This design comes from an exercise in tuning for small area, a short achievable clock period and few clock cycles on the open sky130 flow, not from production work. At most, simulation tests tie the RTL to the original design; equivalence was not proved. Only the layout flow was run in runs 1, 2, 5 and 6; the RTL was not checked for function there. No activity file was given, so power comes from the tool's default toggle rates.

==> flow/design.v <==
module pzip_packer (
    input  wire       clk,
    input  wire       rst,
    input  wire       in_valid,
    output wire       in_ready,
    input  wire [7:0] in_data,
    input  wire       in_last,
    output wire       out_valid,
    input  wire       out_ready,
    output wire [7:0] out_data,
    output reg        done,
    output reg  [3:0] tlen
);
    integer i;
    function automatic gtf(input [7:0] a, input [7:0] b);
        integer k;
        reg r;
        begin
            r = 1'b0;
            for (k = 0; k < 8; k = k + 1)
                r = (a[k] & ~b[k]) | (~(a[k] ^ b[k]) & r);
            gtf = r;
        end
    endfunction
    reg        ih_v, is_v;
    reg  [8:0] ih, is;
    wire       consume;
    wire       push_in = in_valid && in_rdy;
    reg        in_rdy;        
    assign in_ready = in_rdy;
    wire       ih_ld = !ih_v || consume;
    always @(posedge clk) begin
        if (rst) begin
            ih_v   <= 1'b0;
            is_v   <= 1'b0;
            in_rdy <= 1'b1;
        end else if (ih_ld) begin
            ih_v   <= is_v || push_in;
            is_v   <= 1'b0;
            in_rdy <= 1'b1;
        end else if (push_in) begin
            is_v   <= 1'b1;
            in_rdy <= 1'b0;
        end
    end
    always @(posedge clk) begin
        if (ih_ld)
            ih <= is_v ? is : {in_last, in_data};
        if (!ih_ld && push_in)
            is <= {in_last, in_data};
    end
    wire [7:0] x  = ih[7:0];
    wire       xl = ih[8];
    reg        ov, sv;
    reg  [7:0] ob, sb;
    wire       wpush;
    wire [7:0] wbyte;
    assign out_valid = ov;
    assign out_data  = ob;
    wire       wr_ok = !sv;
    wire       ob_ld = !ov || out_ready;
    always @(posedge clk) begin
        if (rst) begin
            ov <= 1'b0;
            sv <= 1'b0;
        end else if (ob_ld) begin
            ov <= sv || wpush;
            sv <= 1'b0;
        end else if (wpush) begin
            sv <= 1'b1;
        end
    end
    always @(posedge clk) begin
        if (ob_ld)
            ob <= sv ? sb : wbyte;
        if (!sv)                  
            sb <= wbyte;
    end
    reg  [7:0] sa [0:8];      
    reg  [3:0] rk [0:8];      
    reg  [3:0] cnt;           
    reg        pkt_last;      
    reg        run_mode;
    reg  [7:0] rn;            
    reg  [7:0] m [0:9];       
    reg  [3:0] mc;            
    reg  [2:0]  rt;           
    reg  [3:0]  rc;           
    reg         rz;           
    reg  [29:0] za;           
    reg  [20:0] zd;           
    reg  [1:0]  zs;           
    reg         zb;           
    reg  [1:0]  zc;           
    reg         end_p;        
    reg  [3:0]  el;           
    wire       c_rle = (sa[0] == sa[8]);
    reg        c_raw;
    reg  [3:0] lo [1:8];      
    reg  [3:0] orv;
    reg        bw;
    always @(*) begin
        c_raw = 1'b0;
        orv   = 4'd0;
        for (i = 1; i < 9; i = i + 1) begin
            bw    = gtf({4'd0, sa[i-1][3:0]}, {4'd0, sa[i][3:0]});
            c_raw = c_raw | (bw ? (sa[i][7:4] != sa[i-1][7:4] + 4'd1)
                                : (sa[i][7:4] != sa[i-1][7:4]));
            lo[i] = sa[i][3:0] - sa[i-1][3:0];
            orv   = orv | lo[i];
        end
    end
    wire [2:0] c_b = orv[3] ? 3'd4 : orv[2] ? 3'd3 : orv[1] ? 3'd2 : 3'd1;
    reg  [31:0] pdl;          
    always @(*) begin
        pdl = 32'd0;
        for (i = 1; i < 9; i = i + 1) begin
            case (c_b)
                3'd1: pdl[32-i]           = lo[i][0];
                3'd2: pdl[33-2*i -: 2]    = lo[i][1:0];
                3'd3: pdl[34-3*i -: 3]    = lo[i][2:0];
                default: pdl[35-4*i -: 4] = lo[i][3:0];
            endcase
        end
    end
    wire [9:0] zi = {rk[8], 6'd0} + {1'b0, rk[8], 5'd0} + {4'd0, rk[8], 2'd0}
                  + {3'd0, rk[7], 3'd0} + {5'd0, rk[7], 1'b0} + {6'd0, rk[6]};
    function automatic [6:0] pair(input [3:0] h, input [3:0] l);
        pair = {h, 3'd0} + {2'd0, h, 1'b0} + {3'd0, l};
    endfunction
    wire [29:0] hz = {za[23:0], 6'd0} + {1'b0, za[23:0], 5'd0} + {4'd0, za[23:0], 2'd0}
                   + {23'd0, zd[20:14]};
    localparam [2:0] E_IDLE = 3'd0, E_TAG = 3'd1, E_Z = 3'd2, E_M = 3'd3,
                     E_ET = 3'd4, E_EP = 3'd5, E_EM = 3'd6;
    reg  [2:0] ep;
    reg  [2:0] wn;            
    reg  [7:0] wl;            
    reg        dw;            
    wire [2:0] ep_e = (ep != E_IDLE) ? ep : (end_p && !dw) ? E_ET : E_IDLE;
    wire       t_merge = !(wn[2] && (wn[1] || wn[0]));        
    wire       wn_le5  = !(wn[2] && wn[1]);                    
    reg        ch_v;          
    reg  [10:0] ch;           
    reg  [3:0] ch_n;          
    reg        m_pop;
    always @(*) begin
        ch_v  = 1'b0;
        ch    = 11'd0;
        ch_n  = 4'd8;
        m_pop = 1'b0;
        case (ep_e)
            E_TAG: begin
                ch_v  = wr_ok;
                ch    = t_merge ? {rt, m[0]} : {rt, 8'd0};
                ch_n  = t_merge ? 4'd11 : 4'd3;
                m_pop = wr_ok && t_merge;
            end
            E_Z: begin
                ch_v = wr_ok && (zs == 2'd3);
                ch   = {((zc == 2'd0) ? {2'b00, za[29:24]} : za[29:22]), 3'd0};
            end
            E_M, E_EM: begin
                ch_v  = wr_ok;
                ch    = {m[0], 3'd0};
                m_pop = wr_ok;
            end
            E_ET: begin
                ch_v = wr_ok;
                ch   = 11'h700;
                ch_n = wn_le5 ? (4'd8 - {1'b0, wn}) : 4'd3;
            end
            E_EP: begin
                ch_v = wr_ok;
                ch   = 11'h000;
                ch_n = 4'd8 - {1'b0, wn};
            end
            default: ;
        endcase
    end
    wire [18:0] comb = {wl, 11'h000} | ({ch, 8'h00} >> wn);
    wire [4:0]  tot  = {2'b00, wn} + {1'b0, ch_n};
    assign wpush = ch_v && tot[3];
    assign wbyte = comb[18:11];
    wire full = (cnt == 4'd9);
    wire eq   = (x == sa[0]);
    wire early = (mc == 4'd10) && m_pop;
    wire hand  = !run_mode && full && !end_p && !zb && ((mc == 4'd9) || early);
    wire h_pd  = hand && !c_rle && !c_raw;
    wire h_raw = hand && c_raw;
    wire rle_go = hand && c_rle && !pkt_last;    
    wire rm = run_mode || rle_go;
    wire [7:0] rn_e = run_mode ? rn : 8'd9;
    wire r_more = (rn_e != 8'd255);
    wire r_ext  = rm && ih_v && eq && r_more;
    wire r_free = !end_p;
    wire r_end  = r_free && ((r_ext && xl) || (ih_v && !(eq && r_more)) ||
                             (!ih_v && !r_more));
    wire rle_w  = (rm && r_end) || (hand && c_rle && pkt_last);
    wire [7:0] rle_n = (rm && r_ext) ? rn_e + 8'd1 : rn_e;
    wire m_space = m_pop || (mc != 4'd10);
    assign consume = ih_v && (
        run_mode ? ((r_ext && !xl) || r_end) :
        full     ? (hand && !pkt_last) :
                   (m_space && !(xl && end_p)));
    wire ins = consume && !r_ext;
    wire [3:0] cnt_e = (run_mode || full) ? 4'd0 : cnt;
    reg  [8:0] gt;
    always @(*) begin
        for (i = 0; i < 9; i = i + 1)
            gt[i] = (i >= cnt_e) || gtf(sa[i], x);
    end
    wire [3:0] q = {!gt[7],
                    !gt[3] & gt[7],
                    (!gt[1] & gt[3]) | (!gt[5] & gt[7]),
                    (!gt[0] & gt[1]) | (!gt[2] & gt[3]) | (!gt[4] & gt[5]) | (!gt[6] & gt[7]) | !gt[8]};
    reg  [3:0] rk_n [1:8];
    reg  [3:0] rk_p [1:8];
    always @(*) begin
        for (i = 1; i < 9; i = i + 1)
            rk_p[i] = rk[i] + 4'd1;
    end
    always @(*) begin
        for (i = 1; i < 9; i = i + 1)
            rk_n[i] = (rk[i] > q) ? rk_p[i] : rk[i];
    end
    wire [3:0] mc_p = mc - {3'd0, m_pop};
    wire [3:0] mc_k = h_pd   ? {1'b0, c_b} + 4'd1 :
                      rle_w  ? 4'd2 :
                      rle_go ? 4'd0 : mc_p;
    always @(posedge clk) begin
        if (ins) begin
            for (i = 0; i < 9; i = i + 1)
                if (gt[i])
                    sa[i] <= (i == 0) ? x : (gt[i-1] ? sa[i-1] : x);
            for (i = 0; i < 8; i = i + 1)
                rk[i] <= rk_n[i+1];
            rk[8] <= q + 4'd1;
        end
        for (i = 0; i < 10; i = i + 1) begin
            if (ins && mc_k == i)
                m[i] <= x;
            else if (h_pd && i < 5)
                m[i] <= (i == 0) ? sa[0] : pdl[39-8*i -: 8];
            else if (rle_w && i < 2)
                m[i] <= (i == 0) ? rle_n : sa[0];
            else if (m_pop && i < 9)
                m[i] <= m[i+1];
        end
    end
    wire fire = dw && !sv && (!ov || out_ready);
    wire rec = h_pd || h_raw || rle_w;
    always @(posedge clk) begin
        if (rst) begin
            cnt      <= 4'd0;
            pkt_last <= 1'b0;
            run_mode <= 1'b0;
            mc       <= 4'd0;
            zb       <= 1'b0;
            end_p    <= 1'b0;
            ep       <= E_IDLE;
            wn       <= 3'd0;
            wl       <= 8'd0;
            done     <= 1'b0;
            dw       <= 1'b0;
        end else begin
            mc <= mc_k + {3'd0, ins};
            if (ins)
                cnt <= (xl && cnt_e != 4'd8) ? 4'd0 : cnt_e + 4'd1;
            else if (hand)
                cnt <= 4'd0;
            if (ins && xl && cnt_e == 4'd8)
                pkt_last <= 1'b1;
            else if (hand)
                pkt_last <= 1'b0;
            if (rm)
                run_mode <= !r_end;
            if (h_pd)
                zb <= 1'b1;
            else if (ep_e == E_Z && ch_v && zc == 2'd3)
                zb <= 1'b0;
            if ((ins && xl && cnt_e != 4'd8) || (hand && pkt_last) || (rm && r_end && r_ext))
                end_p <= 1'b1;
            else if (fire)
                end_p <= 1'b0;
            done <= fire;
            if (fire)
                dw <= 1'b0;
            else if (ch_v && ((ep_e == E_ET && wn_le5 && el == 4'd0) ||
                              (ep_e == E_EP && el == 4'd0) ||
                              (ep_e == E_EM && rc == 4'd1)))
                dw <= 1'b1;
            if (ch_v) begin
                wn <= tot[2:0];
                wl <= tot[3] ? comb[10:3] : comb[18:11];
            end
            if (rec)
                ep <= E_TAG;
            else case (ep_e)
                E_TAG: if (ch_v)
                    ep <= E_M;
                E_M: if (ch_v && rc == 4'd1)
                    ep <= rz ? E_Z : E_IDLE;
                E_Z: if (ch_v && zc == 2'd3)
                    ep <= E_IDLE;
                E_ET: if (ch_v)
                    ep <= !wn_le5 ? E_EP : (el == 4'd0) ? E_IDLE : E_EM;
                E_EP: if (ch_v)
                    ep <= (el == 4'd0) ? E_IDLE : E_EM;
                E_EM: if (ch_v && rc == 4'd1)
                    ep <= E_IDLE;
                default: ;
            endcase
        end
    end
    always @(posedge clk) begin
        if (ins && xl && cnt_e != 4'd8)
            el <= cnt_e + 4'd1;
        else if ((hand && pkt_last) || (rm && r_end && r_ext))
            el <= 4'd0;
        if (dw)
            tlen <= el;
        if (rm)
            rn <= (r_ext && !xl) ? rn_e + 8'd1 : rn_e;
        if (rec) begin
            rt <= h_pd ? c_b + 3'd2 : h_raw ? 3'd1 : 3'd0;
            rc <= h_pd ? {1'b0, c_b} + 4'd1 : h_raw ? 4'd9 : 4'd2;
            rz <= h_pd;
        end else if (ep_e == E_ET || ep_e == E_EP)
            rc <= el;
        else if (m_pop)
            rc <= rc - 4'd1;
        if (h_pd) begin
            za <= {20'd0, zi};
            zd <= {pair(rk[5], rk[4]), pair(rk[3], rk[2]), pair(rk[1], rk[0])};
            zs <= 2'd0;
            zc <= 2'd0;
        end else if (zs != 2'd3) begin
            za <= hz;
            zd <= {zd[13:0], 7'd0};
            zs <= zs + 2'd1;
        end else if (ep_e == E_Z && ch_v) begin
            za <= (zc == 2'd0) ? {za[23:0], 6'd0} : {za[21:0], 8'd0};
            zc <= zc + 2'd1;
        end
    end
endmodule
==> flow/flow/run.sh <==
#!/bin/bash
# The standard layout, with the port buffers made of buf_4 cells instead of
# the cell buffer_ports picks by itself (a slow delay buffer on sky130hd).
set -euo pipefail
bash standard.sh 'BUFFER_PORTS_ARGS=-buffer_cell sky130_fd_sc_hd__buf_4' finish > standard_flow.log 2>&1
==> flow/standard.sh <==
#!/bin/bash
# synth_recipe.tcl (not shown) runs the flow's synth.tcl, then flattens the netlist and writes it again
# the make line also repeats each setting of config.mk as NAME=value (left out here)
make -C /OpenROAD-flow-scripts/flow DESIGN_CONFIG=/design/flow/config.mk WORK_HOME=/design/flow/orfs CLKGATE_MAP_FILE= SYNTH_SCRIPT=/design/flow/synth_recipe.tcl "${@:-finish}"
==> flow/config.mk <==
export PLATFORM = sky130hd
export DESIGN_NAME = pzip_packer
export DESIGN_NICKNAME = pzip_packer
export VERILOG_FILES = /design/flow/design.v
export SDC_FILE = /design/flow/constraint.sdc
export NUM_CORES = 4
export LEC_CHECK = 0
export CAP_MARGIN = 20
export CORE_MARGIN = 2
export CORE_UTILIZATION = 40
export CTS_BUF_LIST = sky130_fd_sc_hd__clkbuf_16
export CTS_CLUSTER_DIAMETER = 100
export CTS_CLUSTER_SIZE = 30
export SLEW_MARGIN = 20
==> flow/constraint.sdc <==
create_clock -name core_clock -period 23.0 [get_ports {clk}]
set_input_delay 4.6000 -clock core_clock [delete_from_list [all_inputs] [get_ports {clk}]]
set_output_delay 4.6000 -clock core_clock [all_outputs]
set_load 0.01 [all_outputs]
==> summary.json, run 1 <==
{
  "fin_crit_sh_pct": 27.60,
  "flow.area_growth_from_synthesis_pct": 6.164,
  "routed_wire_length_per_instance_um": 20.50,
  "outcome": "finished clean",
  "cts-htree-levels": 1,
  "antenna-diode-count": 0,
  "worst-path-max-fanout": 47,
  "cellLeakagePower_uw": 0.01076,
  "unrepaired_setup_endpoints_after_global_routing": "false",
  "critical_path_start": "ih[2]$_DFFE_PP_",
  "vias_in_the_first_global_route": 18270,
  "core_sq_mm": 0.06148,
  "crit_path_top_delay_cell": "sky130_fd_sc_hd__clkinv_2",
  "crit-reg2reg-launch": "ih[2]$_DFFE_PP_",
  "mean_syn_cell_area_sq_um": 10.31,
  "grt.total_usage_pct": 20.23,
  "pwr_density_cell_mw_per_mm2": 98.62,
  "core.rowCount": 91,
  "cts_inserted_buffers": 16,
  "synth_warnings": 12,
  "critical_path_class": "register to register",
  "post_cts_resized": 0,
  "max_slew.worst_pin.slew_ns": 1.126,
  "ratio_of_cells_with_drive_above_1_in_the_final_layout_pct": 9.640,
  "synthFlopType": "sky130_fd_sc_hd__edfxtp_1",
  "ys_seq_area_share_pct": 37.84,
  "clock_latency_ns": 0.56,
  "drv.max_cap_violation_count": 0,
  "grt_first_pass_wirelength_um": 102400,
  "worst_case_hold_slack_ns": 0.4739,
  "slowest_delay_ns": 1.02,
  "vdd.ir_drop.worst_mv": 0.08579,
  "design.portCount": 28,
  "remaining_drc_errors": 0,
  "relative_slew_margins_pct": 24.84,
  "asyncSetResetFlopFracSynth_pct": 0,
  "setup_tns_ns": 0,
  "finalMaxSlewViolations": 0,
  "routed_via_density": 5.767,
  "power.total_uw": 2595,
  "grt_max_degree": 59,
  "final-setup-viol-count": 0,
  "hpwlAfterDp_um": 48540,
  "synth_register_bits": 334,
  "cts_sinks": 334,
  "crit_path_cell_trace": "clkinv_1 -> ha_1 -> nand4_1 -> nor2_1 -> nand3_1 -> nor2_1 -> nand3b_1 -> clkinv_2 -> and3_1 -> nand3_1 -> nand2_1",
  "fin_worst_skew_ns": 0.02847,
  "period_minus_slack_ns": 6.349,
  "initial_utilization_pct": 40.31,
  "synth_area_sq_mm": 0.02478,
  "worstSetupEndpointType": "register",
  "type_of_element_launching_the_critical_path": "register",
  "root_buffer": "sky130_fd_sc_hd__clkbuf_16",
  "globalplace.congestion": 0.9248,
  "die_area_sq_mm": 0.06397,
  "drt_iter0_markers": 1562,
  "min-delay-start": "sb[4]$_DFF_P_",
  "cp_data_required_time_ns": 23.23,
  "timing.fmax_mhz": 157.5,
  "synth.lib_cells_used.distinct": 85,
  "initial_antenna_violation_count": 0,
  "timing.final.hold_violations": 0,
  "clkSlewWorstSetupHoldPaths_ns": 0.11,
  "tritoncts": "built",
  "drt.antenna.violating_nets": 0,
  "timing.hold.worst.class": "register to register",
  "placement.io_buffers": 27,
  "max-clock-path-buffers": 3,
  "cts_post_setup_buffers_inserted": 0,
  "data_arrival_time_of_the_critical_path_ns": 6.57,
  "final_nets": 2718,
  "wirelength_um": 65110,
  "drt-pass1-iter-count": 5,
  "grt-ovfl-total": 0,
  "layout.core_utilization_pct": 42.79,
  "via_count": 18320,
  "die_width_um": 252.9,
  "chipHeight_um": 252.9,
  "cts_hold_buf": 0,
  "synth_cells": 2405,
  "syn-num-nets": 2746,
  "synth_enable_flop_cells": 269
}
path summary, 6_finish.rpt:
| check | endpoint | slack, ns | cells after the start |
|---|---|---|---|
| hold reg to reg | sb[4]$_DFF_P_ | 0.47 | 2 |
| setup / recovery | m[8][0]$_DFFE_PP_ | 16.65 | 11 |
| hold / removal | sb[4]$_DFF_P_ | 0.47 | 2 |
| setup reg to reg | m[8][0]$_DFFE_PP_ | 16.65 | 11 |
layout make-up:
class / instances / area (sq um)
Timing Repair Buffer: 54 / 405.4
Clock inverter: 10 / 80.08
Sequential cell: 334 / 9380
Multi-Input combinational cell: 1842 / 14550
Inverter: 129 / 485.5
Clock buffer: 17 / 425.4
Tap cell: 790 / 988.4
Fill cell: 5875 / 35170
metrics by stage:
stage                     cells  worst slack (ns)  area, sq um
after CTS                  3175             16.64        26300
after detailed placement   3148             16.67        25800
after floorplan            2405             17.52        24780
final                      3176             16.65        26310
after global routing       3176             16.13        26310
after global placement     3148             16.74        25790
per-layer routing:
layer | vias up | track usage, % | part of all wire, %
met3 | 120 | 3.207 | 5.8
li1 | 8767 | - | -
met2 | 471 | 32.33 | 45
met1 | 8959 | 28.05 | 46
met4 | 0 | 6.407 | 3.3
met5 | - | 0 | 0
layout by cell type, fill, tap and decap left out, drive strengths merged, types with 34 or more instances in the layout:
cell type	count
nor2b	40
mux2	115
dfxtp	65
nor2	141
inv	132
fa	45
nand3	45
a21oi	132
xnor2	102
buf	54
ha	283
nand2	185
edfxtp	269
o21ai	167
a21o	34
nand2b	39
mux2i	105
registers in the layout (all words and copies together) (netlist names), 4 cells and up:
register and count:
zd 21, za 30, sa 72, el 4, wl 8, ih 9
mc 4, rc 4, sb 8, rn 8, ob 8, cnt 4
m 80, tlen 4, is 9, rk 36
synthesized netlist by cell type (45+ instances only):
master                       n  area share (%)
sky130_fd_sc_hd__ha_1      283              14
sky130_fd_sc_hd__mux2i_1   103             4.2
sky130_fd_sc_hd__edfxtp_1  269              33
sky130_fd_sc_hd__clkbuf_1   82             1.2
sky130_fd_sc_hd__inv_1     124             1.9
sky130_fd_sc_hd__xnor2_1   102             3.6
sky130_fd_sc_hd__nor2_1    140             2.1
sky130_fd_sc_hd__dfxtp_1    65             5.3
sky130_fd_sc_hd__a21oi_1   132             2.7
sky130_fd_sc_hd__o21ai_0   162             3.3
sky130_fd_sc_hd__nand2_1   184             2.8
sky130_fd_sc_hd__mux2_2    110             5.0
sky130_fd_sc_hd__fa_1       45             3.6
power by group:
| part | leakage (uW) | switching, uW | internal, uW |
|---|---|---|---|
| combinational | 0.00740 | 738 | 566 |
| sequential | 0.00311 | 122 | 815 |
| clock | 0.000252 | 212 | 142 |
cells by family after synthesis:
kind of cell	Yosys count	synth area share, %
AND/OR/NAND/NOR	615	12.30
AO/OA/AOI/OAI	542	13.91
flip-flops	334	37.84
adder cells (fa/ha/maj)	328	17.92
buffers and inverters	229	3.539
multiplexers	222	9.713
XOR/XNOR	135	4.771
critical path, delay by kind of cell (launching register included):
kind	cells	cell delay (ns)
adders and majority gates	1	0.55
buffers and inverters	2	1.67
DFF	1	0.69
and+or+nand+nor	8	3.09
==> run 2: changes to the inputs <==
--- a/flow/design.v
+++ b/flow/design.v
@@ -137,7 +137,7 @@
     reg  [7:0] wl;            
     reg        dw;            
     wire [2:0] ep_e = (ep != E_IDLE) ? ep : (end_p && !dw) ? E_ET : E_IDLE;
-    wire       t_merge = !(wn[2] && (wn[1] || wn[0]));        
+    wire       t_merge = (wn <= 3'd4);
     wire       wn_le5  = !(wn[2] && wn[1]);                    
     reg        ch_v;          
     reg  [10:0] ch;           
==> summary.json, run 2 <==
{
  "synth_area_sq_mm": 0.02448,
  "asyncSetResetFlopFracSynth_pct": 0,
  "synth_register_bits": 334,
  "synth.lib_cells_used.distinct": 82,
  "hpwlAfterDp_um": 47670,
  "muxShareOfSynthArea_pct": 8.940,
  "drt-pass1-iter-count": 6,
  "final_common_cell": "sky130_fd_sc_hd__ha_1",
  "period_minus_slack_ns": 6.155,
  "most-common-layout-cells": "sky130_fd_sc_hd__ha_1 (282), sky130_fd_sc_hd__edfxtp_1 (269), sky130_fd_sc_hd__nand2_1 (192)",
  "cts-htree-levels": 1,
  "timing.fmax_mhz": 162.5,
  "max_slew.worst_pin.slew_ns": 1.098,
  "die_area_sq_mm": 0.06319,
  "fraction_of_the_mapped_netlist_area_in_adder_cells_pct": 18.15,
  "globalplace.congestion": 0.9015,
  "via_count": 18050,
  "crit-reg2reg-launch": "sa[5][1]$_DFFE_PP_",
  "max-clock-path-buffers": 3,
  "flow.area_growth_from_synthesis_pct": 6.742,
  "worstSetupEndpointType": "register",
  "root_buffer": "sky130_fd_sc_hd__clkbuf_16",
  "initial_antenna_violation_count": 1,
  "holdPathStages": 2,
  "comb_power_share_pct": 47.2,
  "drv.max_cap_violation_count": 0,
  "grt_first_pass_wirelength_um": 101100,
  "worst_case_hold_slack_ns": 0.4625,
  "placed_area_sq_mm": 0.02551,
  "grt_max_degree": 81,
  "final-setup-viol-count": 0,
  "global_route_met3_usage_pct": 2.930,
  "wirelength_um": 64220,
  "core.rowCount": 90,
  "ys_seq_area_share_pct": 38.32,
  "synth_area_leader_cell": "sky130_fd_sc_hd__edfxtp_1",
  "p_seq_share_pct": 35.3,
  "antenna-diode-count": 0,
  "ys_top_cells_by_area": "sky130_fd_sc_hd__edfxtp_1 (33%), sky130_fd_sc_hd__ha_1 (14%), sky130_fd_sc_hd__dfxtp_1 (5.3%), sky130_fd_sc_hd__mux2i_1 (4.4%), sky130_fd_sc_hd__mux2_2 (4.4%)",
  "die_width_um": 251.4,
  "critical_path_class": "register to register",
  "largestRegisters": "m (80), sa (72), rk (36)",
  "data_arrival_time_of_the_critical_path_ns": 6.47,
  "p_int_uw": 1337,
  "synthFlopType": "sky130_fd_sc_hd__edfxtp_1",
  "setup_tns_ns": 0,
  "drt_iter0_markers": 1467,
  "post-synth-top-count-cell": "sky130_fd_sc_hd__ha_1",
  "drt.antenna.violating_nets": 0,
  "cts_inserted_buffers": 18,
  "dominant_combinational_cell_family_by_area_after_synthesis": "adder cells",
  "largest_register_ff_count": 80,
  "share_clk_of_total_power_pct": 17.5,
  "timing.final.hold_violations": 0,
  "cts_post_setup_buffers_inserted": 0,
  "finalMaxSlewViolations": 0,
  "whs_endpoint": "sb[5]$_DFF_P_",
  "total_switching_power_uw": 903.3,
  "synth_warnings": 12,
  "mean_syn_cell_area_sq_um": 10.36,
  "worst-r2r-setup-slack_ns": 16.85,
  "pwr_density_cell_mw_per_mm2": 85.75,
  "cts_hold_buf": 0,
  "grt.met2_usage_pct": 32.65,
  "ratio_of_cells_with_drive_above_1_in_the_final_layout_pct": 9.771,
  "design.portCount": 28,
  "synth_xor_area_share_pct": 4.759,
  "type_of_element_launching_the_critical_path": "register",
  "gr-max-usage-layer": "met2",
  "fin_crit_sh_pct": 26.76,
  "clock_latency_ns": 0.58,
  "grt.met1_usage_pct": 28.48,
  "synth_enable_flop_cells": 269,
  "worst-path-max-fanout": 19,
  "grt.total_usage_pct": 20.11,
  "synth_compound_area_share_pct": 14.51,
  "post_cts_resized": 0,
  "cellLeakagePower_uw": 0.01068,
  "grt-ovfl-total": 0,
  "final_nets": 2683,
  "synth_top_cells_by_count": "sky130_fd_sc_hd__ha_1 (283), sky130_fd_sc_hd__edfxtp_1 (269), sky130_fd_sc_hd__nand2_1 (192)",
  "fillers": 5710,
  "remaining_drc_errors": 0,
  "initial_utilization_pct": 40.48,
  "rr_worst_depth": 17,
  "routed_via_density": 5.755,
  "syn-num-nets": 2703,
  "synth_top_area_share_pct": 33.00,
  "vias_in_the_first_global_route": 17810,
  "clkSlewWorstSetupHoldPaths_ns": 0.11,
  "synth_cells": 2362,
  "placement.io_buffers": 27,
  "relative_slew_margins_pct": 26.01,
  "power.share.switching_pct": 40.32,
  "vdd.ir_drop.worst_mv": 0.09723,
  "min-delay-start": "sb[5]$_DFF_P_",
  "unrepaired_setup_endpoints_after_global_routing": "false",
  "layout.core_utilization_pct": 43.21,
  "routed_wire_length_per_instance_um": 20.48,
  "fin_area_sq_mm": 0.02613,
  "chipHeight_um": 251.4,
  "worst_r2r_endpoint": "m[4][4]$_DFFE_PP_",
  "cts_sinks": 334,
  "tritoncts": "built",
  "cp_data_required_time_ns": 23.31,
  "post_synth_and_or_nand_nor_area_fraction_pct": 12.02,
  "fin_worst_skew_ns": 0.04930,
  "timing.hold.worst.class": "register to register",
  "outcome": "finished clean",
  "core_sq_mm": 0.06047,
  "largest-register": "m"
}
-- run 2: changes by cell type after synthesis, moves of 11 or more --
| cell | previous run | this run |
|---|---|---|
| sky130_fd_sc_hd__mux2_2 | 110 | 95 |
| sky130_fd_sc_hd__and2_1 | 26 | 15 |
| sky130_fd_sc_hd__or2_2 | 7 | 18 |
| sky130_fd_sc_hd__nor3_1 | 31 | 42 |
| sky130_fd_sc_hd__inv_1 | 124 | 112 |
| sky130_fd_sc_hd__xor2_1 | 33 | 47 |
| sky130_fd_sc_hd__xnor2_1 | 102 | 86 |
| sky130_fd_sc_hd__nand2b_1 | 39 | 25 |
-- run 2: critical path: stages, from the launching register on --
cell and delay, ns:
sky130_fd_sc_hd__edfxtp_1 0.57, sky130_fd_sc_hd__inv_1 0.18, sky130_fd_sc_hd__ha_1 0.34, sky130_fd_sc_hd__nor2b_1 0.13, sky130_fd_sc_hd__o21ai_0 0.21, sky130_fd_sc_hd__nor3b_1 0.34
sky130_fd_sc_hd__o22ai_1 0.17, sky130_fd_sc_hd__nor4_2 0.25, sky130_fd_sc_hd__buf_4 0.24, sky130_fd_sc_hd__o21ai_0 0.42, sky130_fd_sc_hd__inv_1 0.30, sky130_fd_sc_hd__ha_1 0.20
sky130_fd_sc_hd__ha_1 0.69, sky130_fd_sc_hd__clkinv_1 0.71, sky130_fd_sc_hd__nand3_1 0.51, sky130_fd_sc_hd__or2_2 0.25, sky130_fd_sc_hd__o21ai_0 0.09, sky130_fd_sc_hd__mux2_2 0.27
-- run 2: worst max-delay path by stage --
| stage | slack [ns] | start | depth (start not counted) | endpoint |
|---|---|---|---|---|
| 2_1_floorplan | 17.55 | out_ready | 5 | end_p$_SDFFE_PP0P_ |
| 3_3_place_gp | 16.96 | ih[1]$_DFFE_PP_ | 19 | rk[4][1]$_DFFE_PP_ |
| 3_5_place_dp | 17.01 | sa[4][1]$_DFFE_PP_ | 17 | m[4][0]$_DFFE_PP_ |
| 4_1_cts | 16.95 | sa[4][1]$_DFFE_PP_ | 17 | m[4][4]$_DFFE_PP_ |
| 5_1_grt | 16.51 | ih[1]$_DFFE_PP_ | 19 | rk[2][1]$_DFFE_PP_ |
| 6_report | 16.85 | sa[5][1]$_DFFE_PP_ | 17 | m[4][4]$_DFFE_PP_ |
-- run 2: power groups by stage --
| stage | clock network (uW) | registers (uW) | logic (uW) |
|---|---|---|---|
| 4_1_cts | 403 | 791 | 1050 |
| 3_3_place_gp | 0 | 803 | 1020 |
| 6_report | 393 | 791 | 1060 |
| 3_5_place_dp | 0 | 805 | 1040 |
| 2_1_floorplan | 0 | 774 | 799 |
| 5_1_grt | 423 | 802 | 1190 |
-- run 2: final cells by class --
type | count | area [sq um] | area share [%]
Clock buffer | 19 | 475.5 | 1.820
Clock inverter | 13 | 145.1 | 0.5555
Inverter | 124 | 465.4 | 1.781
Multi-Input combinational cell | 1814 | 14310 | 54.76
Sequential cell | 334 | 9379 | 35.90
Tap cell | 782 | 978.4 | 3.745
Timing Repair Buffer | 50 | 375.4 | 1.437
-- run 2: cells by family after synthesis --
| group | after synthesis |
|---|---|
| simple gates | 597 |
| compound gates | 551 |
| flops | 334 |
| fa+ha+maj | 328 |
| buf+inv | 214 |
| mux | 205 |
| xor+xnor | 133 |
-- run 2: metal layers --
layer	routed length [um]	up-vias	share of wire [%]
met2	29240	464	46
met4	1518	2	2.4
li1	-	8661	-
met5	12	-	0.019
met3	3543	79	5.5
met1	29900	8841	47
-- run 2: stage by stage --
step	power, uW	setup WS [ns]	instances
2_1_floorplan	1573	17.55	2362
3_3_place_gp	1821	16.96	3104
3_5_place_dp	1841	17.01	3104
4_1_cts	2242	16.95	3136
5_1_grt	2410	16.51	3136
6_report	2240	16.85	3136
==> run 3: changes to the inputs <==
--- a/flow/design.v
+++ b/flow/design.v
@@ -137,7 +137,7 @@
     reg  [7:0] wl;            
     reg        dw;            
     wire [2:0] ep_e = (ep != E_IDLE) ? ep : (end_p && !dw) ? E_ET : E_IDLE;
-    wire       t_merge = (wn <= 3'd4);
+    wire       t_merge = !(wn[2] && (wn[1] || wn[0]));        
     wire       wn_le5  = !(wn[2] && wn[1]);                    
     reg        ch_v;          
     reg  [10:0] ch;           
@@ -227,6 +227,14 @@
     wire [3:0] mc_k = h_pd   ? {1'b0, c_b} + 4'd1 :
                       rle_w  ? 4'd2 :
                       rle_go ? 4'd0 : mc_p;
+    reg  [9:0] xs_p;
+    always @(*) begin
+        for (i = 0; i < 10; i = i + 1)
+            xs_p[i] = m_pop ? (mc == i + 1) : (mc == i);
+    end
+    wire [9:0] xs_d = {4'd0, orv[3], !orv[3] & orv[2], !orv[3] & !orv[2] & orv[1],
+                       !orv[3] & !orv[2] & !orv[1], 2'd0};
+    wire [9:0] xs = h_pd ? xs_d : rle_w ? 10'd4 : xs_p;
     always @(posedge clk) begin
         if (ins) begin
             for (i = 0; i < 9; i = i + 1)
@@ -237,7 +245,7 @@
             rk[8] <= q + 4'd1;
         end
         for (i = 0; i < 10; i = i + 1) begin
-            if (ins && mc_k == i)
+            if (ih_v && xs[i])
                 m[i] <= x;
             else if (h_pd && i < 5)
                 m[i] <= (i == 0) ? sa[0] : pdl[39-8*i -: 8];
--- a/flow/config.mk
+++ b/flow/config.mk
@@ -9,6 +9,6 @@
 export CORE_MARGIN = 2
 export CORE_UTILIZATION = 40
 export CTS_BUF_LIST = sky130_fd_sc_hd__clkbuf_16
-export CTS_CLUSTER_DIAMETER = 100
-export CTS_CLUSTER_SIZE = 30
+export CTS_CLUSTER_DIAMETER = 80
+export CTS_CLUSTER_SIZE = 22
 export SLEW_MARGIN = 20
==> summary.json, run 3 <==
{
  "unrepaired_setup_endpoints_after_global_routing": "false",
  "synth_xor_area_share_pct": 4.602,
  "wirelength_um": 66760,
  "final_nets": 2751,
  "finalMaxSlewViolations": 0,
  "most-common-layout-cells": "sky130_fd_sc_hd__ha_1 (277), sky130_fd_sc_hd__edfxtp_1 (269), sky130_fd_sc_hd__nand2_1 (210)",
  "ys_seq_area_share_pct": 37.90,
  "clkSlewWorstSetupHoldPaths_ns": 0.09,
  "cp_data_required_time_ns": 18.40,
  "cts_post_setup_buffers_inserted": 0,
  "final-setup-viol-count": 0,
  "grt.total_usage_pct": 20.76,
  "timing.critical_path.max_delay_family": "flip-flops",
  "pwr_density_cell_mw_per_mm2": 75.30,
  "fraction_of_the_mapped_netlist_area_in_adder_cells_pct": 17.75,
  "worst-r2r-setup-slack_ns": 17.36,
  "p_int_uw": 1253,
  "final_common_cell": "sky130_fd_sc_hd__ha_1",
  "clock_latency_ns": 0.59,
  "post_synth_and_or_nand_nor_area_fraction_pct": 12.71,
  "max_slew.worst_pin.slew_ns": 1.058,
  "comb_power_share_pct": 38.4,
  "cts_hold_buf": 0,
  "critical_path_class": "register to output pin",
  "layout.core_utilization_pct": 43.26,
  "largestRegisters": "m (80), sa (72), rk (36)",
  "largest-register": "m",
  "grt-ovfl-total": 0,
  "synth_top_area_share_pct": 32.65,
  "ys_top_cells_by_area": "sky130_fd_sc_hd__edfxtp_1 (33%), sky130_fd_sc_hd__ha_1 (14%), sky130_fd_sc_hd__dfxtp_1 (5.3%), sky130_fd_sc_hd__mux2i_1 (4.0%), sky130_fd_sc_hd__mux2_2 (3.9%)",
  "outcome": "finished clean",
  "timing.hold.worst.class": "register to register",
  "max-clock-path-buffers": 3,
  "worstSetupEndpointType": "output pin",
  "routed_wire_length_per_instance_um": 20.72,
  "post-synth-top-count-cell": "sky130_fd_sc_hd__ha_1",
  "largest_register_ff_count": 80,
  "synth_compound_area_share_pct": 15.22,
  "fin_area_sq_mm": 0.02660,
  "synth_warnings": 12,
  "vdd.ir_drop.worst_mv": 0.07385,
  "total_switching_power_uw": 750.1,
  "worst_case_hold_slack_ns": 0.4567,
  "root_buffer": "sky130_fd_sc_hd__clkbuf_16",
  "synth_enable_flop_cells": 269,
  "core.rowCount": 91,
  "synth_register_bits": 334,
  "fin_crit_sh_pct": 24.77,
  "chipHeight_um": 252.7,
  "asyncSetResetFlopFracSynth_pct": 0,
  "cellLeakagePower_uw": 0.01090,
  "flow.area_growth_from_synthesis_pct": 7.489,
  "mean_syn_cell_area_sq_um": 10.15,
  "via_count": 18940,
  "antenna-diode-count": 0,
  "power.share.switching_pct": 37.45,
  "type_of_element_launching_the_critical_path": "register",
  "p_seq_share_pct": 38.3,
  "period_minus_slack_ns": 5.697,
  "synth.lib_cells_used.distinct": 83,
  "syn-num-nets": 2775,
  "placed_area_sq_mm": 0.02575,
  "tritoncts": "built",
  "muxShareOfSynthArea_pct": 8.328,
  "share_clk_of_total_power_pct": 23.3,
  "synth_area_leader_cell": "sky130_fd_sc_hd__edfxtp_1",
  "design.portCount": 28,
  "routed_via_density": 5.878,
  "drt_iter0_markers": 1680,
  "setup_tns_ns": 0,
  "post_cts_resized": 0,
  "ratio_of_cells_with_drive_above_1_in_the_final_layout_pct": 9.087,
  "globalplace.congestion": 0.9500,
  "finalNonFillerCells": 3222,
  "grt_max_degree": 57,
  "relative_slew_margins_pct": 28.69,
  "drv.max_cap_violation_count": 0,
  "initial_utilization_pct": 40.24,
  "synth_area_sq_mm": 0.02474,
  "placement.io_buffers": 27,
  "place.detailed.instances": 3178,
  "core_sq_mm": 0.06148,
  "initial_antenna_violation_count": 0,
  "remaining_drc_errors": 0,
  "synth_cells": 2438,
  "drt-pass1-iter-count": 5,
  "crit_path_cell_trace": "buf_4",
  "cts_sinks": 334,
  "synthFlopType": "sky130_fd_sc_hd__edfxtp_1",
  "cts_inserted_buffers": 24,
  "timing.fmax_mhz": 175.5,
  "grt_first_pass_wirelength_um": 105300,
  "cts-htree-levels": 1,
  "synth_top_cells_by_count": "sky130_fd_sc_hd__ha_1 (279), sky130_fd_sc_hd__edfxtp_1 (269), sky130_fd_sc_hd__nand2_1 (210)",
  "worst-path-max-fanout": 4,
  "drt.antenna.violating_nets": 0,
  "critical_path.n_buffers_inverters": 1,
  "crit_path_top_delay_cell": "sky130_fd_sc_hd__dfxtp_1",
  "data_arrival_time_of_the_critical_path_ns": 1.10,
  "die_width_um": 252.7,
  "slowest_delay_ns": 0.38,
  "timing.final.hold_violations": 0,
  "hpwlAfterDp_um": 49340,
  "fin_worst_skew_ns": 0.03472,
  "vias_in_the_first_global_route": 18950,
  "dominant_combinational_cell_family_by_area_after_synthesis": "adder cells",
  "die_area_sq_mm": 0.06386
}
run 3: changes by cell type after synthesis, moves of 9 or more:
cell and delta:
sky130_fd_sc_hd__o21ai_0 +30, sky130_fd_sc_hd__nand3_1 +19, sky130_fd_sc_hd__nand2_1 +18, sky130_fd_sc_hd__nor3_1 -11, sky130_fd_sc_hd__a21o_1 +10, sky130_fd_sc_hd__o22ai_1 +10, sky130_fd_sc_hd__mux2_2 -9, sky130_fd_sc_hd__mux2i_1 -9
run 3: final cells by class:
class | count | area [sq um]
clock buffers | 25 | 625.6
repair buffers | 52 | 390.4
well taps | 790 | 988.4
multi-input cells | 1882 | 14560
inverters | 120 | 451.7
clock inverters | 19 | 198.9
flip-flops and latches | 334 | 9379
fillers | 5855 | 34890
run 3: layer usage:
| metal | up-vias | wire (um) | GRT usage (%) |
|---|---|---|---|
| met5 | - | 0 | 0 |
| met3 | 132 | 3705 | 2.400 |
| met1 | 9292 | 29510 | 27.95 |
| met4 | 0 | 2197 | 6.154 |
| met2 | 571 | 31350 | 35.05 |
| li1 | 8945 | - | - |
run 3: cells by family (layout without fill, tap and decap cells):
logic type / count (synthesis) / count (layout)
xor+xnor: 130 / 130
buf+inv: 222 / 216
compound gates: 597 / 597
fa+ha+maj: 324 / 324
mux: 191 / 191
simple gates: 640 / 640
flops: 334 / 334
run 3: through the flow:
step	setup WS, ns	power (uW)
2_1_floorplan	17.50	1332
3_3_place_gp	17.25	1517
3_5_place_dp	17.23	1533
4_1_cts	17.27	2009
5_1_grt	17.02	2143
6_report	17.30	2003
run 3: power groups by stage:
stage | sequential [uW] | combinational (uW) | clock [uW]
finish | 766 | 770 | 466
detailed placement | 779 | 753 | 0
global placement | 778 | 739 | 0
floorplan | 753 | 579 | 0
global route | 774 | 873 | 495
CTS | 766 | 767 | 477
run 3: final timing paths:
kind | depth (start not counted) | end | startpoint
max reg2reg | 18 | rk[2][1]$_DFFE_PN_ | ih[1]$_DFFE_PP_
max | 1 | in_ready | in_rdy$_SDFFE_PP1P_
min reg2reg | 1 | sb[1]$_DFF_P_ | sb[1]$_DFF_P_
min | 1 | sb[1]$_DFF_P_ | sb[1]$_DFF_P_
Testbench counts of run 3, summed over its fixed seeds: cycles 39,820.
==> run 4: changes to the inputs <==
--- a/flow/config.mk
+++ b/flow/config.mk
@@ -9,6 +9,6 @@
 export CORE_MARGIN = 2
 export CORE_UTILIZATION = 40
 export CTS_BUF_LIST = sky130_fd_sc_hd__clkbuf_16
-export CTS_CLUSTER_DIAMETER = 80
-export CTS_CLUSTER_SIZE = 22
+export CTS_CLUSTER_DIAMETER = 100
+export CTS_CLUSTER_SIZE = 26
 export SLEW_MARGIN = 20
==> summary.json, run 4 <==
{
  "grt-ovfl-total": 0,
  "clock_latency_ns": 0.55,
  "timing.final.hold_violations": 0,
  "synth_warnings": 12,
  "antenna-diode-count": 0,
  "routed_wire_length_per_instance_um": 20.68,
  "cts_post_setup_buffers_inserted": 0,
  "die_width_um": 252.7,
  "final-setup-viol-count": 0,
  "routed_via_density": 5.854,
  "die_area_sq_mm": 0.06386,
  "asyncSetResetFlopFracSynth_pct": 0,
  "drt.antenna.violating_nets": 0,
  "cp_data_required_time_ns": 18.40,
  "root_buffer": "sky130_fd_sc_hd__clkbuf_16",
  "tritoncts": "built",
  "post-synth-top-count-cell": "sky130_fd_sc_hd__ha_1",
  "drt-pass1-iter-count": 6,
  "placed_area_sq_mm": 0.02575,
  "drt_iter0_markers": 1612,
  "flow.area_growth_from_synthesis_pct": 6.442,
  "initial_antenna_violation_count": 0,
  "synth_cells": 2438,
  "final.setup.worst_slack_ns": 17.32,
  "vias_in_the_first_global_route": 18870,
  "pre_cts_slack_ns": 17.23,
  "cts_sinks": 334,
  "period_minus_slack_ns": 5.679,
  "placement.io_buffers": 27,
  "synth_area_sq_mm": 0.02474,
  "ratio_of_cells_with_drive_above_1_in_the_final_layout_pct": 8.599,
  "outcome": "finished clean",
  "setup_tns_ns": 0,
  "data_arrival_time_of_the_critical_path_ns": 1.08,
  "post_cts_resized": 0,
  "slowest_delay_ns": 0.39,
  "grt_first_pass_wirelength_um": 104900,
  "mean_syn_cell_area_sq_um": 10.15,
  "syn-num-nets": 2775,
  "chipHeight_um": 252.7,
  "globalplace.congestion": 0.9500,
  "drv.max_cap_violation_count": 0,
  "final_common_cell": "sky130_fd_sc_hd__ha_1",
  "critical_path_class": "register to output pin",
  "finalMaxSlewViolations": 0,
  "type_of_element_launching_the_critical_path": "register",
  "largest-register": "m",
  "initial_utilization_pct": 40.24,
  "design.portCount": 28,
  "cts-htree-levels": 1,
  "clkSlewWorstSetupHoldPaths_ns": 0.10,
  "worstSetupEndpointType": "output pin",
  "ys_top_cells_by_area": "sky130_fd_sc_hd__edfxtp_1 (33%), sky130_fd_sc_hd__ha_1 (14%), sky130_fd_sc_hd__dfxtp_1 (5.3%), sky130_fd_sc_hd__mux2i_1 (4.0%), sky130_fd_sc_hd__mux2_2 (3.9%)",
  "pwr_density_cell_mw_per_mm2": 72.45,
  "core_sq_mm": 0.06148,
  "unrepaired_setup_endpoints_after_global_routing": "false",
  "most-common-layout-cells": "sky130_fd_sc_hd__ha_1 (277), sky130_fd_sc_hd__edfxtp_1 (269), sky130_fd_sc_hd__nand2_1 (210)",
  "synth_register_bits": 334,
  "fin_crit_sh_pct": 24.69,
  "max-clock-path-buffers": 3,
  "fin_worst_skew_ns": 0.02729,
  "cellLeakagePower_uw": 0.01078,
  "fillers": 5882,
  "critical_path.n_buffers_inverters": 1,
  "ys_seq_area_share_pct": 37.90,
  "grt_max_degree": 57,
  "largest_register_ff_count": 80,
  "relative_slew_margins_pct": 28.38,
  "synth.lib_cells_used.distinct": 83,
  "via_count": 18790,
  "fin_area_sq_mm": 0.02634,
  "layout.core_utilization_pct": 42.84,
  "crit_path_top_delay_cell": "sky130_fd_sc_hd__edfxtp_1",
  "synth_top_cells_by_count": "sky130_fd_sc_hd__ha_1 (279), sky130_fd_sc_hd__edfxtp_1 (269), sky130_fd_sc_hd__nand2_1 (210)",
  "synth_enable_flop_cells": 269,
  "worst-path-max-fanout": 1,
  "core.rowCount": 91,
  "crit_path_cell_trace": "buf_4",
  "synthFlopType": "sky130_fd_sc_hd__edfxtp_1",
  "timing.hold.worst.class": "register to register",
  "synth_top_area_share_pct": 32.65,
  "synth_area_leader_cell": "sky130_fd_sc_hd__edfxtp_1",
  "final_nets": 2745,
  "remaining_drc_errors": 0,
  "timing.fmax_mhz": 176.1,
  "cts_hold_buf": 0,
  "largestRegisters": "m (80), sa (72), rk (36)",
  "wirelength_um": 66370,
  "hpwlAfterDp_um": 49340,
  "vdd.ir_drop.worst_mv": 0.07412,
  "timing.critical_path.max_delay_family": "flip-flops",
  "max_slew.worst_pin.slew_ns": 1.063,
  "cts_inserted_buffers": 18,
  "grt.total_usage_pct": 20.70
}
-- run 4: power breakdown --
group | total, uW | switching, uW | leakage [uW] | internal, uW
sequential | 765 | 67.8 | 0.00308 | 697
combinational | 770 | 436 | 0.00740 | 334
clock | 373 | 216 | 0.000299 | 157
-- run 4: layer usage --
layer	GRT usage, %	part of all wire (%)
met3	2.122	5.4
met2	34.63	47
met5	0	0
met4	6.746	3.2
met1	28.05	45
-- run 4: worst paths after layout --
| kind | from | end | slack, ns | cells past startpoint |
|---|---|---|---|---|
| worst max-delay path | ob[2]$_DFFE_PN_ | out_data[2] | 17.32 | 1 |
| worst min-delay path | sb[1]$_DFF_P_ | sb[1]$_DFF_P_ | 0.46 | 1 |
| worst max register to register | ih[1]$_DFFE_PP_ | rk[2][1]$_DFFE_PN_ | 17.39 | 18 |
| worst min register to register | sb[1]$_DFF_P_ | sb[1]$_DFF_P_ | 0.46 | 1 |
-- run 4: area by class of cell --
class / count / area (sq um) / share of cell area (%)
clock buffer: 19 / 475.5 / 1.805
timing repair buffer: 52 / 390.4 / 1.482
tap: 790 / 988.4 / 3.753
clock inverter: 12 / 90.09 / 0.3420
inverter: 120 / 451.7 / 1.715
sequential: 334 / 9379 / 35.61
multi-input combinational: 1882 / 14560 / 55.29
-- run 4: cells by family after synthesis --
logic type      share of synthesized area (%)
buf+inv                                 3.484
fa+ha+maj                               17.75
xor+xnor                                4.602
compound gates                          15.22
simple gates                            12.71
mux                                     8.328
flops                                   37.90
-- run 4: per-stage QoR --
step / instances / total power (uW) / hold WS, ns
floorplan: 2438 / 1332 / 0.4225
global placement: 3178 / 1517 / 0.4330
detailed placement: 3178 / 1533 / 0.4443
CTS: 3209 / 1915 / 0.4685
global route: 3209 / 2048 / 0.4773
finish: 3209 / 1908 / 0.4616
==> run 5: changes to the inputs <==
--- a/flow/design.v
+++ b/flow/design.v
@@ -136,7 +136,9 @@
     reg  [2:0] wn;            
     reg  [7:0] wl;            
     reg        dw;            
-    wire [2:0] ep_e = (ep != E_IDLE) ? ep : (end_p && !dw) ? E_ET : E_IDLE;
+    reg        rec_p;
+    wire [2:0] ep_e = (ep != E_IDLE) ? ep : (end_p && !dw) ? E_ET :
+                      (rec_p && !end_p) ? E_TAG : E_IDLE;
     wire       t_merge = !(wn[2] && (wn[1] || wn[0]));        
     wire       wn_le5  = !(wn[2] && wn[1]);                    
     reg        ch_v;          
@@ -184,7 +186,7 @@
     wire full = (cnt == 4'd9);
     wire eq   = (x == sa[0]);
     wire early = (mc == 4'd10) && m_pop;
-    wire hand  = !run_mode && full && !end_p && !zb && ((mc == 4'd9) || early);
+    wire hand  = !run_mode && full && !(end_p && pkt_last) && !zb && ((mc == 4'd9) || early);
     wire h_pd  = hand && !c_rle && !c_raw;
     wire h_raw = hand && c_raw;
     wire rle_go = hand && c_rle && !pkt_last;    
@@ -192,22 +194,22 @@
     wire [7:0] rn_e = run_mode ? rn : 8'd9;
     wire r_more = (rn_e != 8'd255);
     wire r_ext  = rm && ih_v && eq && r_more;
-    wire r_free = !end_p;
-    wire r_end  = r_free && ((r_ext && xl) || (ih_v && !(eq && r_more)) ||
-                             (!ih_v && !r_more));
+    wire r_end  = (r_ext && xl && !end_p) || (ih_v && !(eq && r_more) && !(xl && end_p)) ||
+                  (!ih_v && !r_more);
     wire rle_w  = (rm && r_end) || (hand && c_rle && pkt_last);
     wire [7:0] rle_n = (rm && r_ext) ? rn_e + 8'd1 : rn_e;
     wire m_space = m_pop || (mc != 4'd10);
     assign consume = ih_v && (
         run_mode ? ((r_ext && !xl) || r_end) :
-        full     ? (hand && !pkt_last) :
+        full     ? (hand && !pkt_last && !(xl && end_p)) :
                    (m_space && !(xl && end_p)));
     wire ins = consume && !r_ext;
     wire [3:0] cnt_e = (run_mode || full) ? 4'd0 : cnt;
     reg  [8:0] gt;
     always @(*) begin
-        for (i = 0; i < 9; i = i + 1)
+        for (i = 0; i < 8; i = i + 1)
             gt[i] = (i >= cnt_e) || gtf(sa[i], x);
+        gt[8] = 1'b1;
     end
     wire [3:0] q = {!gt[7],
                     !gt[3] & gt[7],
@@ -270,6 +272,7 @@
             wl       <= 8'd0;
             done     <= 1'b0;
             dw       <= 1'b0;
+            rec_p    <= 1'b0;
         end else begin
             mc <= mc_k + {3'd0, ins};
             if (ins)
@@ -297,11 +300,15 @@
                               (ep_e == E_EP && el == 4'd0) ||
                               (ep_e == E_EM && rc == 4'd1)))
                 dw <= 1'b1;
+            if (rec && end_p)
+                rec_p <= 1'b1;
+            else if (ep == E_IDLE && ep_e == E_TAG && ch_v)
+                rec_p <= 1'b0;
             if (ch_v) begin
                 wn <= tot[2:0];
                 wl <= tot[3] ? comb[10:3] : comb[18:11];
             end
-            if (rec)
+            if (rec && !end_p)
                 ep <= E_TAG;
             else case (ep_e)
                 E_TAG: if (ch_v)
@@ -333,7 +340,7 @@
             rt <= h_pd ? c_b + 3'd2 : h_raw ? 3'd1 : 3'd0;
             rc <= h_pd ? {1'b0, c_b} + 4'd1 : h_raw ? 4'd9 : 4'd2;
             rz <= h_pd;
-        end else if (ep_e == E_ET || ep_e == E_EP)
+        end else if ((ep_e == E_ET || ep_e == E_EP) && !rec_p)
             rc <= el;
         else if (m_pop)
             rc <= rc - 4'd1;
==> summary.json, run 5 <==
{
  "cts_sinks": 335,
  "post-synth-top-count-cell": "sky130_fd_sc_hd__ha_1",
  "final-setup-viol-count": 0,
  "synth_enable_flop_cells": 269,
  "die_width_um": 251.8,
  "fin_crit_sh_pct": 25.69,
  "synth_register_bits": 335,
  "max-clock-path-buffers": 3,
  "fin_worst_skew_ns": 0.03823,
  "die_area_sq_mm": 0.06340,
  "rr_worst_depth": 16,
  "crit_path_top_delay_cell": "sky130_fd_sc_hd__nor4_2",
  "timing.hold.worst.class": "register to register",
  "post_cts_resized": 0,
  "fillers": 5777,
  "clkSlewWorstSetupHoldPaths_ns": 0.11,
  "synth_area_sq_mm": 0.02456,
  "grt_first_pass_wirelength_um": 103700,
  "initial_utilization_pct": 40.54,
  "largestRegisters": "m (80), sa (72), rk (36)",
  "grt-ovfl-total": 0,
  "share_clk_of_total_power_pct": 21.2,
  "synth_top_cells_by_count": "sky130_fd_sc_hd__ha_1 (277), sky130_fd_sc_hd__edfxtp_1 (269), sky130_fd_sc_hd__nand2_1 (224)",
  "worst-path-max-fanout": 22,
  "synth.lib_cells_used.distinct": 90,
  "remaining_drc_errors": 0,
  "type_of_element_launching_the_critical_path": "register",
  "vdd.ir_drop.worst_mv": 0.06531,
  "drt_iter0_markers": 1703,
  "most-common-layout-cells": "sky130_fd_sc_hd__ha_1 (276), sky130_fd_sc_hd__edfxtp_1 (269), sky130_fd_sc_hd__nand2_1 (224)",
  "outcome": "finished clean",
  "pwr_density_cell_mw_per_mm2": 77.07,
  "max_slew.worst_pin.slew_ns": 1.040,
  "grt_max_degree": 52,
  "cts-htree-levels": 1,
  "worstSetupEndpointType": "register",
  "final_nets": 2757,
  "grt.total_usage_pct": 20.46,
  "worst_case_hold_slack_ns": 0.4744,
  "unrepaired_setup_endpoints_after_global_routing": "false",
  "core_sq_mm": 0.06058,
  "tritoncts": "built",
  "setup_tns_ns": 0,
  "crit-reg2reg-launch": "sa[6][1]$_DFFE_PP_",
  "period_minus_slack_ns": 5.909,
  "asyncSetResetFlopFracSynth_pct": 0,
  "via_count": 18670,
  "syn-num-nets": 2781,
  "worst_r2r_endpoint": "m[3][5]$_DFFE_PP_",
  "cts_post_setup_buffers_inserted": 0,
  "wirelength_um": 65670,
  "largest_register_ff_count": 80,
  "timing.final.hold_violations": 0,
  "design.portCount": 28,
  "initial_antenna_violation_count": 0,
  "relative_slew_margins_pct": 30.09,
  "vias_in_the_first_global_route": 18210,
  "flow.area_growth_from_synthesis_pct": 7.071,
  "synthFlopType": "sky130_fd_sc_hd__edfxtp_1",
  "synth_warnings": 12,
  "place.detailed.instances": 3181,
  "cts_inserted_buffers": 21,
  "chipHeight_um": 251.8,
  "globalplace.congestion": 0.9082,
  "timing.fmax_mhz": 169.2,
  "register_area_sq_mm": 0.009399,
  "mean_syn_cell_area_sq_um": 10.04,
  "comb_power_share_pct": 40.5,
  "slowest_delay_ns": 0.92,
  "crit_path_cell_trace": "inv_1 -> ha_1 -> nor2b_1 -> o21ai_0 -> nor3b_1 -> o22ai_1 -> nor4_2 -> nand2_1 -> inv_1 -> ha_1 -> ha_1 -> inv_1 -> nand2_1 -> o221ai_1 -> o21ai_0 -> mux2i_1",
  "synth_area_leader_cell": "sky130_fd_sc_hd__edfxtp_1",
  "drt-pass1-iter-count": 5,
  "data_arrival_time_of_the_critical_path_ns": 6.19,
  "hpwlAfterDp_um": 48350,
  "synth_cells": 2446,
  "ys_seq_area_share_pct": 38.27,
  "antenna-diode-count": 0,
  "cts_hold_buf": 0,
  "critical_path_class": "register to register",
  "finalNonFillerCells": 3218,
  "multi_input_area_sq_mm": 0.01430,
  "clock_latency_ns": 0.57,
  "cellLeakagePower_uw": 0.01069,
  "whs_endpoint": "sb[5]$_DFF_P_",
  "total_switching_power_uw": 767.5,
  "routed_via_density": 5.802,
  "core.rowCount": 90,
  "fin_area_sq_mm": 0.02630,
  "cp_data_required_time_ns": 23.28,
  "final_common_cell": "sky130_fd_sc_hd__ha_1",
  "power.share.switching_pct": 37.87,
  "placed_area_sq_mm": 0.02557,
  "routed_wire_length_per_instance_um": 20.41,
  "ratio_of_cells_with_drive_above_1_in_the_final_layout_pct": 8.087,
  "p_int_uw": 1259,
  "largest-register": "m",
  "ys_top_cells_by_area": "sky130_fd_sc_hd__edfxtp_1 (33%), sky130_fd_sc_hd__ha_1 (14%), sky130_fd_sc_hd__dfxtp_1 (5.4%), sky130_fd_sc_hd__mux2i_1 (4.4%), sky130_fd_sc_hd__fa_1 (3.7%)",
  "worst-r2r-setup-slack_ns": 17.09,
  "finalMaxSlewViolations": 0,
  "drt.antenna.violating_nets": 0,
  "root_buffer": "sky130_fd_sc_hd__clkbuf_16",
  "synth_top_area_share_pct": 32.89,
  "min-delay-start": "sb[5]$_DFF_P_",
  "p_seq_share_pct": 38.3,
  "placement.io_buffers": 27,
  "drv.max_cap_violation_count": 0,
  "holdPathStages": 2
}
run 5: changes by cell type in the layout (fill, tap and decap cells not counted), moves of 10 or more:
cell                       delta
sky130_fd_sc_hd__mux2_2      -19
sky130_fd_sc_hd__nor3_1      +10
sky130_fd_sc_hd__nand3_1     -11
sky130_fd_sc_hd__o21ai_0     -14
sky130_fd_sc_hd__a21o_1      -21
sky130_fd_sc_hd__nand2_1     +14
sky130_fd_sc_hd__nor2_1      +30
sky130_fd_sc_hd__a211oi_1    +12
run 5: worst max-delay path by stage:
stage	end	slack (ns)	from
2_1_floorplan	end_p$_SDFFE_PP0P_	17.45	out_ready
3_3_place_gp	end_p$_SDFFE_PP0P_	17.23	out_ready
3_5_place_dp	end_p$_SDFFE_PP0P_	17.19	out_ready
4_1_cts	m[3][1]$_DFFE_PP_	17.24	sa[6][1]$_DFFE_PP_
5_1_grt	m[3][5]$_DFFE_PP_	16.70	sa[6][1]$_DFFE_PP_
6_report	m[3][5]$_DFFE_PP_	17.09	sa[6][1]$_DFFE_PP_
run 5: critical path: cells and delay by family, from the launching register on:
kind	cells	cell delay [ns]
buf+inv	3	0.90
flops	1	0.53
fa+ha+maj	3	1.19
mux	1	0.10
simple gates	5	2.20
compound gates	4	0.69
run 5: cell type report:
class,count,share of cell area [%]
well taps,782,3.721
clock inverters,15,0.6661
multi-input cells,1881,54.38
clock buffers,22,2.093
flip-flops and latches,335,35.74
inverters,128,1.827
repair buffers,55,1.570
run 5: power by group through the flow:
stage / clock network, uW / registers (uW) / logic (uW)
floorplan: 0 / 766 / 623
global placement: 0 / 789 / 795
detailed placement: 0 / 791 / 806
CTS: 440 / 777 / 816
global route: 460 / 785 / 921
finish: 430 / 777 / 821
run 5: kinds of logic (layout without fill, tap and decap cells):
logic type               Yosys count  in the layout  synth area share (%)
AND/OR/NAND/NOR                  687            687                 13.50
AO/OA/AOI/OAI                    570            570                 14.73
flip-flops                       335            335                 38.27
adder cells (fa/ha/maj)          322            322                 17.78
buffers and inverters            230            220                 3.642
multiplexers                     178            178                 7.657
XOR/XNOR                         124            124                 4.422
run 5: through the flow:
stage / util [%] / power, uW / setup WS [ns]
2_1_floorplan: - / 1389 / 17.45
3_3_place_gp: 42.19 / 1583 / 17.23
3_5_place_dp: 42.20 / 1596 / 17.19
4_1_cts: 43.40 / 2033 / 17.24
5_1_grt: 43.41 / 2166 / 16.70
6_report: 43.41 / 2027 / 17.09
run 5: metal layers:
layer	up-vias	GRT usage, %	part of all wire [%]
met1	9092	27.96	45
met4	0	5.511	2.8
li1	8912	-	-
met3	116	2.930	5.6
met5	-	0	0
met2	551	33.95	46
==> run 6: changes to the inputs <==
--- a/flow/config.mk
+++ b/flow/config.mk
@@ -5,10 +5,10 @@
 export SDC_FILE = /design/flow/constraint.sdc
 export NUM_CORES = 4
 export LEC_CHECK = 0
-export CAP_MARGIN = 20
+export CAP_MARGIN = 5
 export CORE_MARGIN = 2
 export CORE_UTILIZATION = 40
 export CTS_BUF_LIST = sky130_fd_sc_hd__clkbuf_16
 export CTS_CLUSTER_DIAMETER = 100
 export CTS_CLUSTER_SIZE = 26
-export SLEW_MARGIN = 20
+export SLEW_MARGIN = 5
==> summary.json, run 6 <==
{
  "clock_latency_ns": 0.58,
  "data_arrival_time_of_the_critical_path_ns": 6.27,
  "die_area_sq_mm": 0.06340,
  "core.rowCount": 90,
  "fin_area_sq_mm": 0.02635,
  "max_slew.worst_pin.slew_ns": 1.187,
  "hpwlAfterDp_um": 48260,
  "final_nets": 2758,
  "post-synth-top-count-cell": "sky130_fd_sc_hd__ha_1",
  "synth_area_sq_mm": 0.02456,
  "vdd.ir_drop.worst_mv": 0.05549,
  "timing.fmax_mhz": 167.8,
  "routed_via_density": 5.762,
  "wirelength_um": 66120,
  "crit-reg2reg-launch": "sa[0][1]$_DFFE_PP_",
  "clkSlewWorstSetupHoldPaths_ns": 0.11,
  "asyncSetResetFlopFracSynth_pct": 0,
  "tritoncts": "built",
  "type_of_element_launching_the_critical_path": "register",
  "fillers": 5749,
  "cts_post_setup_buffers_inserted": 0,
  "root_buffer": "sky130_fd_sc_hd__clkbuf_16",
  "most-common-layout-cells": "sky130_fd_sc_hd__ha_1 (276), sky130_fd_sc_hd__edfxtp_1 (269), sky130_fd_sc_hd__nand2_1 (224)",
  "drt_iter0_markers": 1717,
  "die_width_um": 251.8,
  "fin_worst_skew_ns": 0.04335,
  "grt_max_degree": 52,
  "flow.area_growth_from_synthesis_pct": 7.290,
  "largest-register": "m",
  "worstSetupEndpointType": "register",
  "grt-ovfl-total": 0,
  "critical_path_class": "register to register",
  "outcome": "finished clean",
  "routed_wire_length_per_instance_um": 20.53,
  "drt.antenna.violating_nets": 0,
  "ratio_of_cells_with_drive_above_1_in_the_final_layout_pct": 8.121,
  "synth_enable_flop_cells": 269,
  "vias_in_the_first_global_route": 18320,
  "antenna-diode-count": 0,
  "worst-path-max-fanout": 22,
  "via_count": 18560,
  "min-delay-start": "wl[2]$_SDFFE_PP0P_",
  "cts_sinks": 335,
  "grt_first_pass_wirelength_um": 104300,
  "post_cts_resized": 0,
  "drv.max_cap_violation_count": 0,
  "timing.hold.worst.class": "register to register",
  "ys_seq_area_share_pct": 38.27,
  "synth_register_bits": 335,
  "syn-num-nets": 2781,
  "final-setup-viol-count": 0,
  "placement.io_buffers": 27,
  "cp_data_required_time_ns": 23.31,
  "cts_inserted_buffers": 22,
  "placed_area_sq_mm": 0.02556,
  "finalMaxSlewViolations": 0,
  "synth_top_cells_by_count": "sky130_fd_sc_hd__ha_1 (277), sky130_fd_sc_hd__edfxtp_1 (269), sky130_fd_sc_hd__nand2_1 (224)",
  "grt.total_usage_pct": 20.54,
  "design.portCount": 28,
  "synth_area_leader_cell": "sky130_fd_sc_hd__edfxtp_1",
  "remaining_drc_errors": 0,
  "pre_cts_slack_ns": 17.17,
  "ys_top_cells_by_area": "sky130_fd_sc_hd__edfxtp_1 (33%), sky130_fd_sc_hd__ha_1 (14%), sky130_fd_sc_hd__dfxtp_1 (5.4%), sky130_fd_sc_hd__mux2i_1 (4.4%), sky130_fd_sc_hd__fa_1 (3.7%)",
  "max-clock-path-buffers": 3,
  "initial_antenna_violation_count": 1,
  "globalplace.congestion": 0.9082,
  "holdPathStages": 2,
  "cts_hold_buf": 0,
  "worst_r2r_endpoint": "m[3][1]$_DFFE_PP_",
  "final.setup.worst_slack_ns": 17.04,
  "synthFlopType": "sky130_fd_sc_hd__edfxtp_1",
  "core_sq_mm": 0.06058,
  "rr_worst_depth": 16,
  "initial_utilization_pct": 40.54,
  "unrepaired_setup_endpoints_after_global_routing": "false",
  "worst-r2r-setup-slack_ns": 17.04,
  "drt-pass1-iter-count": 7,
  "synth_top_area_share_pct": 32.89,
  "setup_tns_ns": 0,
  "period_minus_slack_ns": 5.958,
  "relative_slew_margins_pct": 20.30,
  "largestRegisters": "m (80), sa (72), rk (36)",
  "largest_register_ff_count": 80,
  "synth.lib_cells_used.distinct": 90,
  "final_common_cell": "sky130_fd_sc_hd__ha_1",
  "pwr_density_cell_mw_per_mm2": 77.76,
  "synth_warnings": 12,
  "fin_crit_sh_pct": 25.90,
  "timing.final.hold_violations": 0,
  "mean_syn_cell_area_sq_um": 10.04,
  "cellLeakagePower_uw": 0.01071,
  "chipHeight_um": 251.8,
  "synth_cells": 2446,
  "cts-htree-levels": 1,
  "whs_endpoint": "wl[2]$_SDFFE_PP0P_"
}
run 6: how the worst max path moves through the flow:
stage | startpoint | to | slack [ns] | cells after the start
after floorplan | out_ready | end_p$_SDFFE_PP0P_ | 17.45 | 5
final | sa[0][1]$_DFFE_PP_ | m[3][1]$_DFFE_PP_ | 17.04 | 16
after detailed placement | out_ready | end_p$_SDFFE_PP0P_ | 17.17 | 6
after global routing | sa[6][1]$_DFFE_PP_ | m[3][0]$_DFFE_PP_ | 16.75 | 16
after CTS | sa[6][1]$_DFFE_PP_ | m[3][1]$_DFFE_PP_ | 17.24 | 16
after global placement | out_ready | end_p$_SDFFE_PP0P_ | 17.23 | 6
run 6: power breakdown:
| group | total (uW) | switching, uW | internal (uW) | leakage, uW |
|---|---|---|---|---|
| sequential | 777 | 66.5 | 710 | 0.00297 |
| combinational | 821 | 461 | 361 | 0.00735 |
| clock | 451 | 252 | 200 | 0.000390 |
run 6: cell families (layout without fill, tap and decap cells):
kind of cell / count (synthesis) / count (layout) / synth area share (%)
AOI/OAI and AO/OA: 570 / 570 / 14.73
xor gates and xnor gates: 124 / 124 / 4.422
adders and majority gates: 322 / 322 / 17.78
buffers and inverters: 230 / 222 / 3.642
DFF: 335 / 335 / 38.27
muxes: 178 / 178 / 7.657
and+or+nand+nor: 687 / 687 / 13.50
run 6: stage by stage:
stage                     total power [uW]  instances  utilization (%)  hold slack, ns
after floorplan                       1389       2446                -          0.4298
after global placement                1583       3180            42.19          0.4453
after detailed placement              1596       3180            42.19          0.4563
after CTS                             2054       3219            43.48          0.4743
after global routing                  2191       3220            43.50          0.4962
final                                 2049       3220            43.50          0.4690
run 6: worst max-delay path, stage by stage (launching register included):
cell and delay [ns]:
sky130_fd_sc_hd__edfxtp_1 0.55, sky130_fd_sc_hd__inv_1 0.16, sky130_fd_sc_hd__ha_1 0.33, sky130_fd_sc_hd__nor2b_1 0.13
sky130_fd_sc_hd__o21ai_0 0.22, sky130_fd_sc_hd__nor3b_1 0.28, sky130_fd_sc_hd__o22ai_1 0.14, sky130_fd_sc_hd__nor4_2 0.97
sky130_fd_sc_hd__nand2_1 0.25, sky130_fd_sc_hd__inv_1 0.16, sky130_fd_sc_hd__ha_1 0.17, sky130_fd_sc_hd__ha_1 0.70
sky130_fd_sc_hd__inv_1 0.58, sky130_fd_sc_hd__nand2_1 0.59, sky130_fd_sc_hd__o221ai_1 0.20, sky130_fd_sc_hd__o21ai_0 0.13
sky130_fd_sc_hd__mux2i_1 0.10
run 6: area by class of cell:
cell class,instances,area [sq um],share of cell area (%)
clock inverters,16,211.5,0.8024
multi-input cells,1881,14290,54.24
clock buffers,23,575.6,2.184
flip-flops and latches,335,9399,35.67
inverters,128,480.5,1.823
repair buffers,55,412.9,1.567
well taps,782,978.4,3.713
run 6: routing by layer:
layer	routed length [um]	global-route usage, %	up-vias	share of wire (%)
met2	30620	34.24	481	46
met4	1785	5.376	0	2.7
li1	-	-	8901	-
met5	0	0	-	0
met3	3550	2.517	90	5.4
met1	30160	28.28	9083	46

Re-timed with assumed drivers on the ports (clkbuf_16 on the clock, buf_2 on other inputs), run 6 has 17.042 ns of setup slack against 17.042 ns with ideal ports, and 17.042 ns once port delays also move by the mid clock arrival of 0.623 ns.
